This design comes from an exercise in tuning for small area, a short achievable clock period and few clock cycles per item on the open sky130 flow, not from production work. In this exercise RTL edits were held to simulation tests only and were not proved equivalent to the original.

==> build 23 <==
==> flow/design.v <==
module dmac_prog_builder (
    input  wire        clk,
    input  wire        rst,
    input  wire        cmd_valid,
    output wire        cmd_ready,
    input  wire        cmd_zf,          
    input  wire [31:0] cmd_src,
    input  wire [31:0] cmd_dst,
    input  wire [31:0] cmd_size,
    input  wire [2:0]  cmd_bsz,
    input  wire [4:0]  cmd_blen,
    input  wire [2:0]  cmd_ssz,
    input  wire [5:0]  cmd_periph,
    input  wire [1:0]  cmd_kind,        
    input  wire        cmd_cache,
    input  wire        cmd_nonsecure,
    input  wire [31:0] cmd_buf_base,
    input  wire [31:0] cmd_buf_cap,
    output wire        wr_valid,
    input  wire        wr_ready,
    output wire [31:0] wr_addr,
    output wire [7:0]  wr_data,
    output reg         res_valid,
    output wire [1:0]  res_status,      
    output wire [3:0]  res_cause,
    output wire [31:0] res_length,
    output wire [31:0] res_needed,
    output wire [3:0]  res_residual
);
    localparam [3:0] I_SAR  = 4'd0;
    localparam [3:0] I_DAR  = 4'd1;
    localparam [3:0] I_FLP  = 4'd2;
    localparam [3:0] I_CCRB = 4'd3;
    localparam [3:0] I_LP1  = 4'd4;
    localparam [3:0] I_LP0  = 4'd5;
    localparam [3:0] I_BODY = 4'd6;
    localparam [3:0] I_LPE0 = 4'd7;
    localparam [3:0] I_LPE1 = 4'd8;
    localparam [3:0] I_CCRT = 4'd9;
    localparam [3:0] I_END  = 4'd10;
    localparam [3:0] I_DONE = 4'd11;
    localparam [1:0] P_FULL = 2'd0;      
    localparam [1:0] P_MID  = 2'd1;      
    localparam [1:0] P_LO   = 2'd2;      
    localparam [1:0] P_TAIL = 2'd3;      
    reg        idle;             
    reg        chk;              
    reg        run;              
    reg        verr;             
    reg        ovf;              
    reg        r_zf;
    reg [31:0] r_src, r_dst;
    reg [2:0]  r_bsz, r_ssz;
    reg [4:0]  r_blen;
    reg [5:0]  r_periph;
    reg [1:0]  r_kind;
    reg        r_cache, r_nonsecure;
    reg [31:0] room;             
    reg [31:0] q;
    reg [7:0]  rm;
    reg [4:0]  dcnt;             
    reg [3:0]  ip;
    reg [2:0]  bi;               
    reg [1:0]  ptype;
    reg        tph;              
    reg [19:0] off;              
    reg [19:0] at;               
    reg        vld;
    reg [7:0]  dat;
    reg [31:0] addr;
    assign cmd_ready = idle;
    assign wr_valid  = vld;
    assign wr_data   = dat;
    assign wr_addr   = addr;
    wire periph = !r_zf && (r_kind != 2'd0);
    wire [3:0] amask = r_zf ? 4'hF : ~(4'hF << r_bsz);
    wire [33:0] bsum = {2'b00, ~(addr ^ room)} + {1'b0, addr | room, 1'b0};
    wire bad_buf = bsum[33];
    reg  [3:0] cause;
    always @(*) begin
        if (r_zf) begin
            if (r_dst[3:0] != 4'd0)                           cause = 4'd6;
            else                                              cause = 4'd8;
        end else begin
            if (r_kind == 2'd3)                               cause = 4'd10;
            else if (r_bsz > 3'd4)                            cause = 4'd1;
            else if (r_ssz > 3'd4 || r_ssz > r_bsz)           cause = 4'd2;
            else if (r_blen == 5'd0 || r_blen > 5'd16)        cause = 4'd3;
            else if (r_kind != 2'd0 && r_periph[5])           cause = 4'd4;
            else if ((r_src[3:0] & amask) != 4'd0)            cause = 4'd5;
            else if ((r_dst[3:0] & amask) != 4'd0)            cause = 4'd6;
            else                                              cause = 4'd8;
        end
    end
    wire v_err = (cause != 4'd8) || bad_buf;
    wire       ist   = (ip == I_CCRT);
    wire       c_si  = !r_zf && (r_kind != 2'd2);
    wire       c_di  = r_zf || (r_kind != 2'd1);
    wire       c_sc7 = !r_zf && r_cache && (r_kind != 2'd2);
    wire       c_dc7 = !r_zf && r_cache && (r_kind != 2'd1);
    wire       c_p   = !r_zf && r_nonsecure;
    wire [2:0] c_e   = r_zf ? (ist ? 3'd0 : 3'd4) : (ist ? r_ssz : r_bsz);
    wire [3:0] c_l   = ist ? 4'd0 : (r_zf ? 4'd15 : r_blen[3:0] - 4'd1);
    wire [31:0] ccr  = {4'd0, c_dc7, c_dc7, 1'b1, 1'b0, c_p, 1'b0, c_l, c_e, c_di,
                        c_sc7, c_sc7, 1'b1, 1'b0, c_p, 1'b0, c_l, c_e, c_si};
    wire [2:0] e_t     = r_zf ? 3'd0 : r_ssz;
    wire [7:0] t_units = rm >> e_t;
    wire       f_nz    = (q[31:16] != 16'd0);
    wire       mid_c   = (q[15:9] != 7'd0) || (q[8] && q[7:0] != 8'd0);
    wire       lo_nz   = (q[15:0] != 16'd0);
    wire [7:0] pp      = {r_periph[4:0], 3'b000};
    wire [2:0] body_n  = r_zf ? 3'd3 : (periph ? 3'd7 : 3'd4);
    wire [4:0] plan_l  = r_zf ? 5'd11 : (periph ? 5'd15 : 5'd12);
    wire [7:0] cnt_m1  = ((ptype == P_TAIL) ? t_units :
                          (ptype == P_MID)  ? q[15:8] : q[7:0]) - 8'd1;
    wire [31:0] imm  = (ip == I_SAR) ? r_src : (ip == I_DAR) ? r_dst : ccr;
    wire [1:0]  bsel = bi[1:0] - 2'd2;
    wire [7:0]  immb = imm[{bsel, 3'b000} +: 8];
    wire        g    = !tph;
    reg [7:0] nb;        
    reg       st;        
    reg [2:0] ln;        
    reg       lastb;     
    always @(*) begin
        nb    = 8'h00;
        st    = (bi == 3'd0);
        ln    = 3'd2;
        lastb = (bi == 3'd1);
        case (ip)
            I_SAR, I_DAR, I_CCRB, I_CCRT: begin
                ln    = 3'd6;
                lastb = (bi == 3'd5);
                case (bi)
                    3'd0:    nb = 8'hBC;
                    3'd1:    nb = {6'd0, ip == I_DAR, ip == I_CCRB || ip == I_CCRT};
                    default: nb = immb;
                endcase
            end
            I_FLP:  nb = bi[0] ? pp : 8'h35;
            I_LP1:  nb = bi[0] ? ((ptype == P_FULL) ? 8'hFF : cnt_m1) : 8'h22;
            I_LP0:  nb = bi[0] ? ((ptype == P_FULL || ptype == P_MID) ? 8'hFF : cnt_m1) : 8'h20;
            I_LPE0: nb = bi[0] ? {5'd0, body_n} : 8'h38;
            I_LPE1: nb = bi[0] ? {4'd0, body_n + 4'd4} : 8'h3C;
            I_BODY: begin
                ln = 3'd1;
                st = 1'b1;
                if (r_zf) begin
                    lastb = (bi == 3'd2);
                    case (bi)
                        3'd0:    nb = 8'h12;         
                        3'd1:    nb = 8'h0C;         
                        default: nb = 8'h13;         
                    endcase
                end else if (!periph) begin
                    lastb = (bi == 3'd3);
                    case (bi)
                        3'd0:    nb = 8'h04;         
                        3'd1:    nb = 8'h12;         
                        3'd2:    nb = 8'h08;         
                        default: nb = 8'h13;         
                    endcase
                end else begin
                    lastb = (bi == 3'd6);
                    st    = (bi != 3'd1) && (bi != 3'd5);
                    ln    = (bi == 3'd0 || bi == 3'd4) ? 3'd2 : 3'd1;
                    case (bi)
                        3'd0:    nb = {6'b001100, g, 1'b0};      
                        3'd2:    nb = 8'h04;                     
                        3'd3:    nb = 8'h12;                     
                        3'd4:    nb = {6'b001010, g, 1'b1};      
                        3'd6:    nb = 8'h13;                     
                        default: nb = pp;
                    endcase
                end
            end
            default: begin       
                ln    = 3'd1;
                lastb = 1'b1;
            end
        endcase
    end
    reg [3:0] n_ip;
    reg [1:0] n_pt;
    always @(*) begin
        n_ip = I_DONE;
        n_pt = ptype;
        case (ip)
            I_SAR:  n_ip = I_DAR;
            I_DAR:  n_ip = periph ? I_FLP : I_CCRB;
            I_FLP:  n_ip = I_CCRB;
            I_LP1:  n_ip = I_LP0;
            I_LP0:  n_ip = I_BODY;
            I_BODY: n_ip = I_LPE0;
            I_CCRT: begin
                n_ip = (t_units != 8'd0) ? I_LP0 : I_END;
                n_pt = P_TAIL;
            end
            I_END:  n_ip = I_DONE;
            default: begin       
                if (ip == I_LPE0 && (ptype == P_FULL || ptype == P_MID))
                    n_ip = I_LPE1;
                else if (ptype == P_TAIL && ip != I_CCRB)
                    n_ip = I_END;
                else if ((ptype == P_FULL || ip == I_CCRB) && f_nz) begin
                    n_ip = I_LP1; n_pt = P_FULL;
                end else if ((ptype == P_FULL || ip == I_CCRB) && mid_c) begin
                    n_ip = I_LP1; n_pt = P_MID;
                end else if ((ptype == P_FULL || ip == I_CCRB) ? lo_nz :
                             (ptype == P_MID && q[7:0] != 8'd0)) begin
                    n_ip = I_LP0; n_pt = P_LO;
                end else
                    n_ip = I_CCRT;
            end
        endcase
    end
    wire       f_2   = (q[31:17] != 15'd0);
    wire [3:0] s_ip  = f_2 ? I_LP1 : mid_c ? I_LP1 : lo_nz ? I_LP0 : I_CCRT;
    wire [1:0] s_pt  = f_2 ? P_FULL : mid_c ? P_MID : P_LO;
    wire slot_free = !vld || wr_ready;
    wire stall     = (ip == I_CCRB) && (bi == 3'd5) && !dcnt[4];
    wire active    = run || (chk && !v_err);
    wire can       = active && slot_free && !stall && (ip != I_DONE);
    wire fits      = (room[31:3] != 29'd0) || (room[2:0] >= ln);
    wire ovf_now   = st && !fits && !ovf;
    wire wr_now    = !ovf && !ovf_now;
    wire skip      = ovf && (ip == I_LP1) && (bi == 3'd0) && (ptype == P_FULL);
    wire fdec      = (ip == I_LP0) && bi[0] && (ptype == P_FULL);
    wire [8:0] dvs = r_zf ? 9'd256 : ({4'd0, r_blen} << r_bsz);
    wire [8:0] t1  = {rm, q[31]};
    wire       ge1 = (t1 >= dvs);
    wire [8:0] r1  = ge1 ? t1 - dvs : t1;
    wire [8:0] t2  = {r1[7:0], q[30]};
    wire       ge2 = (t2 >= dvs);
    wire [8:0] r2  = ge2 ? t2 - dvs : t2;
    always @(posedge clk) begin
        if (rst) begin
            idle      <= 1'b1;
            chk       <= 1'b0;
            run       <= 1'b0;
            vld       <= 1'b0;
            res_valid <= 1'b0;
        end else begin
            res_valid <= 1'b0;
            if (idle) begin
                if (cmd_valid) begin
                    idle <= 1'b0;
                    chk  <= 1'b1;
                end
            end
            if (chk) begin
                chk <= 1'b0;
                if (v_err) begin
                    res_valid <= 1'b1;
                    idle      <= 1'b1;
                end else
                    run <= 1'b1;
            end
            if (run && ip == I_DONE && slot_free) begin
                run       <= 1'b0;
                res_valid <= 1'b1;
                idle      <= 1'b1;
            end
            if (can)
                vld <= wr_now && !skip;
            else if (wr_ready)
                vld <= 1'b0;
        end
    end
    always @(posedge clk) begin
        if (idle) begin
            r_zf        <= cmd_zf;
            r_src       <= cmd_src;
            r_dst       <= cmd_dst;
            r_bsz       <= cmd_bsz;
            r_blen      <= cmd_blen;
            r_ssz       <= cmd_ssz;
            r_periph    <= cmd_periph;
            r_kind      <= cmd_kind;
            r_cache     <= cmd_cache;
            r_nonsecure <= cmd_nonsecure;
            room        <= cmd_buf_cap;
            addr        <= cmd_buf_base;
            q           <= cmd_size;
            rm          <= 8'd0;
            dcnt        <= 5'd0;
            ip          <= cmd_zf ? I_DAR : I_SAR;
            bi          <= 3'd0;
            ptype       <= P_FULL;
            tph         <= 1'b0;
            off         <= 20'd0;
            ovf         <= 1'b0;
            verr        <= 1'b0;
        end else begin
            if (chk)
                verr <= v_err;
            if (vld && wr_ready)
                addr <= addr + 32'd1;
            if (!dcnt[4]) begin
                q    <= {q[29:0], ge1, ge2};
                rm   <= r2[7:0];
                dcnt <= dcnt + 5'd1;
            end
            if (can) begin
                if (skip) begin
                    off     <= off + {15'd0, plan_l};
                    q[31:16] <= q[31:16] - 16'd1;
                    ip      <= s_ip;
                    ptype   <= s_pt;
                end else begin
                    off <= off + 20'd1;
                    if (ovf_now) begin
                        ovf <= 1'b1;
                        at  <= off;
                    end
                    if (wr_now) begin
                        dat        <= nb;
                        room[19:0] <= room[19:0] - 20'd1;
                    end
                    if (fdec)
                        q[31:16] <= q[31:16] - 16'd1;
                    if (lastb) begin
                        bi    <= 3'd0;
                        ip    <= n_ip;
                        ptype <= n_pt;
                        if (n_ip == I_CCRT)
                            tph <= 1'b1;
                    end else
                        bi <= bi + 3'd1;
                end
            end
        end
    end
    assign res_status   = verr ? 2'd1 : (ovf ? 2'd2 : 2'd0);
    assign res_cause    = cause;
    assign res_length   = {12'd0, ovf ? at : off};
    assign res_needed   = {12'd0, off};
    assign res_residual = rm[3:0] & ~(4'hF << e_t);
endmodule
==> flow/run.sh <==
#!/bin/bash
# synth_recipe.tcl (not shown) runs the flow's synth.tcl, then flattens the netlist and writes it again
# the make line also repeats each setting of config.mk as NAME=value (left out here)
make -C /OpenROAD-flow-scripts/flow DESIGN_CONFIG=/design/flow/config.mk WORK_HOME=/design/flow/orfs CLKGATE_MAP_FILE= SYNTH_SCRIPT=/design/flow/synth_recipe.tcl finish
==> flow/config.mk <==
export PLATFORM = sky130hd
export DESIGN_NAME = dmac_prog_builder
export DESIGN_NICKNAME = dmac_prog_builder
export VERILOG_FILES = /design/flow/design.v
export SDC_FILE = /design/flow/constraint.sdc
export NUM_CORES = 4
export LEC_CHECK = 0
export CAP_MARGIN = 20
export CORE_MARGIN = 2
export CORE_UTILIZATION = 40
export SLEW_MARGIN = 20
==> flow/constraint.sdc <==
create_clock -name core_clock -period 8.0 [get_ports {clk}]
set_input_delay 1.6000 -clock core_clock [delete_from_list [all_inputs] [get_ports {clk}]]
set_output_delay 1.6000 -clock core_clock [all_outputs]
set_load 0.01 [all_outputs]
==> build 82 (differences from build 23) <==
--- a/flow/design.v
+++ b/flow/design.v
@@ -24,6 +24,6 @@
     output wire [1:0]  res_status,      
-    output wire [3:0]  res_cause,
+    output reg  [3:0]  res_cause,
     output wire [31:0] res_length,
     output wire [31:0] res_needed,
-    output wire [3:0]  res_residual
+    output reg  [3:0]  res_residual
 );
@@ -290,2 +290,3 @@
             off         <= 20'd0;
+            at          <= 20'd0;
             ovf         <= 1'b0;
@@ -310,7 +311,6 @@
                     off <= off + 20'd1;
-                    if (ovf_now) begin
+                    if (ovf_now)
                         ovf <= 1'b1;
-                        at  <= off;
-                    end
                     if (wr_now) begin
+                        at         <= off + 20'd1;
                         dat        <= nb;
@@ -332,7 +332,9 @@
     end
-    assign res_status   = verr ? 2'd1 : (ovf ? 2'd2 : 2'd0);
-    assign res_cause    = cause;
-    assign res_length   = {12'd0, ovf ? at : off};
+    always @(posedge clk) begin
+        res_cause    <= cause;
+        res_residual <= rm[3:0] & ~(4'hF << e_t);
+    end
+    assign res_status   = {ovf, verr};
+    assign res_length   = {12'd0, at};
     assign res_needed   = {12'd0, off};
-    assign res_residual = rm[3:0] & ~(4'hF << e_t);
 endmodule
--- a/flow/config.mk
+++ b/flow/config.mk
@@ -7,2 +7,3 @@
 export LEC_CHECK = 0
+export ABC_CLOCK_PERIOD_IN_PS = 2500
 export CAP_MARGIN = 20
@@ -10,2 +11,3 @@
 export CORE_UTILIZATION = 40
+export SETUP_SLACK_MARGIN = 5
 export SLEW_MARGIN = 20
==> metrics.cfg <==
[cts]
cts_sinks = 268

[timing]
rsz0062_at_grt = true
fin_crit_ns = 4.73

[layout]
multi_input_area_share = 0.420
utilization = 0.561
final_cells = 2884
layout.nonclk_buf_frac = 0.175

[global_route]
first_global_vias = 15700

[yosys]
synth_area_mm2 = 0.0173

[outcome]
status = timing/DRC/antenna clean

[power_and_ir_drop]
power.switching_mw = 1.63

[route]
wl_met1_mm = 25.8

[die]
rows = 76

Source of the figures above: build 82

==> metrics.cfg <==
[outcome]
status = timing/DRC/antenna clean

[layout]
seq_cell_count = 260
multi_input_area_mm2 = 0.00849
multi_input_area_share = 0.406
final_cells = 2629
fin_area_mm2 = 0.0209
layout.nonclk_buf_frac = 0.140

[die]
die_h_um = 209
rows = 75

[global_route]
first_global_vias = 13900
groute.usage.overall = 0.224

[timing]
fin_crit_ns = 6.26
rsz0062_at_grt = false

[power_and_ir_drop]
power.switching_mw = 1.50

[yosys]
synth_area_mm2 = 0.0168

[route]
wl_met1_mm = 22.5

Source of the figures above: build 23

Testbench counts of build 23, summed over its fixed seeds: cycles 18,312, builds 384.
Testbench counts of build 82, summed over its fixed seeds: cycles 18,312, builds 384.

-- separate check: timing with driven ports --
How much do the figures lean on ideal ports? The routed layouts below were timed once more, with nothing changed but the port constraints.
Step 1, drivers: a clkbuf_16 drives clk and a buf_2 each remaining input, both assumed.
Step 2 also shifts input and output timing later by t, the mid clock arrival at the registers, as if the neighbouring blocks saw the same clock.
Three values: ideal, step 1, step 2; two values: the first two.
run	t, ns	setup WS [ns]	hold WS [ns]	worst setup path after step 2	worst data-port slew with drivers (ns)
build 23	0.617	1.738 / 1.738 / 1.738	0.495 / 0.495 / 0.495	register to register	0.10
build 82	0.595	3.266 / 3.266 / 3.266	0.488 / 0.488 / 0.488	register to register	0.09
After both steps setup and hold are still met in every run listed.
